From an optimization exercise on the open Yosys and OpenROAD flow, aimed at small area and few clock cycles; shortcuts taken in it are not production practice. The RTL was checked by simulation tests, not by an equivalence proof against the original design.

run H:
// cart_stream
module cart_stream (
    input  wire        clk,
    input  wire        rst,
    input  wire        op_valid,
    output wire        op_ready,
    input  wire [1:0]  op_code,
    input  wire [31:0] op_arg,
    output wire        a_valid,
    input  wire        a_ready,
    output reg  [7:0]  a_data,
    output wire        b_valid,
    input  wire        b_ready,
    output reg  [7:0]  b_data,
    input  wire        sa_valid,
    input  wire [7:0]  sa_data,
    input  wire        sb_valid,
    input  wire [7:0]  sb_data,
    output reg         w_valid,
    output reg  [15:0] w_data
);
Size in the first run: ~3,800 cells after synthesis, ~93 I/O pins, ~75,000 um^2 of cells after synthesis.
clock: 8.0 ns
lec_check: 0
abc_area: 1
cap_margin: 20
core_margin: 2
core_utilization: 65
cts_cluster_diameter: 100
cts_cluster_size: 25
slew_margin: 20
standard.sh (not shown) runs the stock make flow with config.mk's settings and CLKGATE_MAP_FILE= SYNTH_SCRIPT=/design/flow/synth_recipe.tcl, a recipe that flattens the netlist after the stock synthesis.
==> flow/flow/run.sh <==
#!/bin/bash
# Own layout flow: the standard flow's synthesis with an area-oriented abc script for
# the combinational logic, then the standard layout (standard.sh) from
# floorplan to finish. Each tool's output goes to a log file here.
set -euo pipefail
cd "$(dirname "$0")/.."
W=$(pwd)
# synthesis (make runs yosys from the ORFS flow folder; the tcl finds
# synth_recipe.tcl through the absolute path below)
sed "s|\[file join \[pwd\] synth_recipe.tcl\]|$W/synth_recipe.tcl|" flow/own_synth.tcl > own_synth.tcl
cp flow/area.abc area.abc
make -C "$FLOW_HOME" DESIGN_CONFIG="$W/config.mk" WORK_HOME="$W/orfs" CLKGATE_MAP_FILE= \
  SYNTH_SCRIPT="$W/own_synth.tcl" synth > "$W/own_synth.log" 2>&1
# the rest of the layout, the standard flow's own steps, with the smallest buffer on the
# ports and clock tree synthesis without dummy loads
bash standard.sh "BUFFER_PORTS_ARGS=-buffer_cell sky130_fd_sc_hd__buf_1" \
  "CTS_ARGS=-sink_clustering_enable -repair_clock_nets -sink_clustering_size 25 -sink_clustering_max_diameter 100 -dont_use_dummy_load" \
  finish > "$W/standard_layout.log" 2>&1
==> flow/flow/area.abc <==
strash
ifraig
dc2
strash
&get -n
&dch -f
&nf -p -R 1000
&put
==> flow/flow/own_synth.tcl <==
# The standard synthesis (synth_recipe.tcl, unchanged), except that the
# technology mapping of the combinational logic runs abc with the area
# oriented script area.abc beside this file. Registers are mapped by
# dfflibmap before abc, exactly as in the standard synthesis.
set own_abc_script [file join [file dirname [file normalize [info script]]] area.abc]
proc abc {args} {
  set i [lsearch -exact $args -script]
  if { $i >= 0 } {
    set args [lreplace $args $i [expr {$i + 1}] -script $::own_abc_script]
  }
  yosys abc {*}$args
}
source [file join [pwd] synth_recipe.tcl]
Run H completed every stage of the flow, and the final layout passed the timing, DRC and antenna checks.
Testbench counts of run H, summed over its fixed seeds: cycles 133,240.
diff inputs: run H => run E
diff --git a/flow/flow/run.sh b/flow/flow/run.sh
--- a/flow/flow/run.sh
+++ b/flow/flow/run.sh
@@ -12,7 +12,4 @@
 make -C "$FLOW_HOME" DESIGN_CONFIG="$W/config.mk" WORK_HOME="$W/orfs" CLKGATE_MAP_FILE= \
   SYNTH_SCRIPT="$W/own_synth.tcl" synth > "$W/own_synth.log" 2>&1
-# the rest of the layout, the standard flow's own steps, with the smallest buffer on the
-# ports and clock tree synthesis without dummy loads
-bash standard.sh "BUFFER_PORTS_ARGS=-buffer_cell sky130_fd_sc_hd__buf_1" \
-  "CTS_ARGS=-sink_clustering_enable -repair_clock_nets -sink_clustering_size 25 -sink_clustering_max_diameter 100 -dont_use_dummy_load" \
-  finish > "$W/standard_layout.log" 2>&1
+# the rest of the layout, the standard flow's own steps
+bash standard.sh finish > "$W/standard_layout.log" 2>&1
==> flow/flow/area.abc <==
strash
ifraig
dc2
strash
&get -n
&dch -f
&nf -a
&put
[summary]
Height of the chip essentially unchanged between run E and run H.
From run H to run E the numbers moved as follows: fraction of the mapped netlist area in compound gates +0.24 points; final weighted congestion of routability-driven global placement went down by 0.033; number of fillers in the final layout -300.
Run E against run H; wire length of the first global-routing pass is up slightly.
A last element of the critical path of w_data[14] is what run H shows, while w_data[0] belongs to run E.
Setup slack: run E more than run H
Slew at the pin closest to its max-slew limit, run H and run E: larger value in run H

## re-timing with driven ports
In the flow no input, the clock included, has a driving cell. The finished layouts below were timed again as built, in two steps. Step 1 sets driving cells, clkbuf_16 on the clock port and buf_2 on the other inputs (assumed; they add their load-dependent delay and slew). Step 2 also shifts input and output timing later by t, the mid clock arrival at the registers, as if the neighbouring blocks saw the same clock. a / b / c = ideal / step 1 / step 2; a / b = the first two.
| run | t (ns) | slack for setup (ns) | worst setup path at the end |
|---|---|---|---|
| run H | 0.770 | 0.838 / 0.768 / 1.538 | register to output |
| run E | 0.797 | 0.984 / 0.905 / 1.702 | register to output |
After both steps setup and hold are still met in every run listed.
